This is an optimization exercise on Yosys and OpenROAD, whose aim is small area, a short achievable clock period and few clock cycles, not a production implementation. Only simulation tests tie the RTL to the original design; equivalence was not proved. Power and IR drop assume default switching activity.

south:
// vn_core
module vn_core (
    input  wire        clk,
    input  wire        rst_n,        
    input  wire        tick,         
    input  wire        cancel,       
    output wire        ready,        
    output reg  [2:0]  status,       
    output reg  [1:0]  fault_reason, 
    output reg         fault_phase,  
    input  wire        load_we,
    input  wire [6:0]  load_addr,
    input  wire [19:0] load_data,
    input  wire [6:0]  obs_addr,
    output wire [19:0] obs_data,
    output wire [19:0] pc,
    output wire [19:0] mar,
    output wire [19:0] mdr,
    output wire [19:0] cir,
    output reg  [19:0] acc,
    output wire        in_req,
    input  wire        in_valid,
    input  wire        in_eoi,
    input  wire [19:0] in_data,
    output wire        out_valid,
    output wire [19:0] out_data
);
    localparam [2:0] ST_RUNNING   = 3'd0,
                     ST_HALTED    = 3'd1,
                     ST_FAULTED   = 3'd2,
                     ST_EXHAUSTED = 3'd3,
                     ST_CANCELLED = 3'd4;
    localparam [1:0] FR_NONE      = 2'd0,
                     FR_OPCODE    = 2'd1,
                     FR_ADDRESS   = 2'd2;
    localparam [3:0] OP_LDA = 4'h1, OP_STA = 4'h2, OP_ADD = 4'h3, OP_SUB = 4'h4,
                     OP_AND = 4'h5, OP_OR  = 4'h6, OP_NOT = 4'h7, OP_XOR = 4'h8,
                     OP_INP = 4'h9, OP_OUT = 4'hA, OP_HLT = 4'hB;
    reg  [6:0]  pc_q;
    reg  [6:0]  mar_q;
    reg  [19:0] cir_q;
    reg         inp_wait;    
    reg  [19:0] ir;          
    assign pc  = {13'd0, pc_q};
    assign mar = {13'd0, mar_q};
    assign mdr = cir_q;
    assign cir = cir_q;
    wire running = (status == ST_RUNNING);
    wire start   = !inp_wait && running && tick && !cancel;
    wire        fetch_ok = (pc_q < 7'd100);
    wire [19:0] word = ir;
    wire [3:0]  op  = word[19:16];
    wire [15:0] opd = word[15:0];
    wire        opd_ok = (opd[15:7] == 9'd0) && (opd[6:0] < 7'd100);
    wire is_mem = (op == OP_LDA) || (op == OP_ADD) || (op == OP_SUB) ||
                  (op == OP_AND) || (op == OP_OR)  || (op == OP_XOR);
    wire        store  = start && fetch_ok && (op == OP_STA) && opd_ok;
    wire        mem_we = store || load_we;
    wire [6:0]  mem_waddr = store ? opd[6:0] : load_addr;
    wire [19:0] mem_wdata = store ? acc : load_data;
  ...
export LEC_CHECK = 0
export CAP_MARGIN = 20
export CORE_MARGIN = 2
export CORE_UTILIZATION = 35
export PLACE_DENSITY = 0.55
export SETUP_SLACK_MARGIN = 4
export SLEW_MARGIN = 20
export TNS_END_PERCENT = 5
create_clock -name core_clock -period 10.0 [get_ports {clk}]
run.sh (not shown) runs the stock make flow with config.mk's settings and CLKGATE_MAP_FILE= SYNTH_SCRIPT=/design/flow/synth_recipe.tcl, a recipe that flattens the netlist after the stock synthesis.
Both conditions hold for south: the flow ran to the end and the final layout passed the timing, design-rule and antenna checks.
Testbench counts of south, summed over its fixed seeds: cycles 8,676.
Edits applied to the flow inputs when going from south to west:
Settings: setting CTS_CLUSTER_SIZE to 24 for the first time; changing CORE_UTILIZATION from 35 to 40; changing PLACE_DENSITY from 0.55 to 0.6; setting CTS_CLUSTER_DIAMETER to 60 for the first time.
### Flow results
west reached the final stage; the timing, design-rule and antenna checks on its layout passed.
west vs south — max-slew headroom at the worst pin dropped 7.3 points.
Lower wire length of the first global-routing pass among south and west: west
For post-DP HPWL, west and south come out practically identical.
Taking south as the reference, in west worst setup margin up 0.47 ns, number of antenna diodes shows an increase of 100%, post-CTS setup repair buffer count has decreased.
Row die footprint: west lower / south higher
west: clock network power 13% below south
Compared with south, west shows a clock network power share that is 3.6 points lower.

========
Another version of the RTL of vn_core (not shown whole).
For scale: roughly 6600 cells after synthesis, about 2100 flip-flops, about 210 I/O pins, about 110000 um2 of cells after synthesis.
export LEC_CHECK = 0
export CAP_MARGIN = 20
export CORE_MARGIN = 2
export CORE_UTILIZATION = 35
export PLACE_DENSITY = 0.55
export SETUP_SLACK_MARGIN = 4
export SLEW_MARGIN = 20
create_clock -name core_clock -period 10.0 [get_ports {clk}]
The starting point completed with no timing, DRC or antenna violations.
Testbench counts at the start, summed over its fixed seeds: cycles 8,676.
Change:
- CORE_UTILIZATION: 35 -> 30
- CTS_CLUSTER_DIAMETER: unset -> 60
- CTS_CLUSTER_SIZE: unset -> 24
- PLACE_DENSITY: 0.55 -> 0.5
The changed run went through all stages and came out clean.
Global-route usage is lower by 4.3 points.
Routed wire length grows by a few percent.
Fmax decreases slightly.
Area after synthesis is unchanged.
Register-to-register slack loses 0.03 ns.
Setup slack loses 0.065 ns.
Sequential cell count is unchanged.
Combinational power rose slightly.
Total power is lower by a few percent.
Clock power went down by a few percent.
Design area grows slightly.

-- port drivers added, routing unchanged --
Ports are ideal in the flow. The routed layouts listed here were re-timed in OpenROAD.
Step 1: set_driving_cell puts a clkbuf_16 on clk and a buf_2 on each other input, an assumption about the parent block.
Step 2 also shifts input and output timing later by t, the mid clock arrival at the registers, as if the neighbouring blocks saw the same clock.
Slacks: ideal ports / drivers / drivers and shift; pairs: ideal ports / drivers.
run	t (ns)	slack for setup (ns)	worst hold slack (ns)	worst register clock-pin slew, ns
south	1.054	3.051 / 3.080 / 2.077	0.459 / 0.459 / 0.459	0.07 / 0.07
west	1.015	3.522 / 3.194 / 2.613	0.461 / 0.461 / 0.461	0.11 / 0.11
the first run of note 2	1.047	3.621 / 2.931 / 2.931	0.466 / 0.466 / 0.466	0.07 / 0.07
the second run of note 2	1.034	3.555 / 3.129 / 3.040	0.474 / 0.474 / 0.474	0.09 / 0.09
After both steps every run listed still meets setup and hold. For south, which loses most, drivers alone change the setup slack by +0.029 ns; drivers and shift together by -0.974 ns.
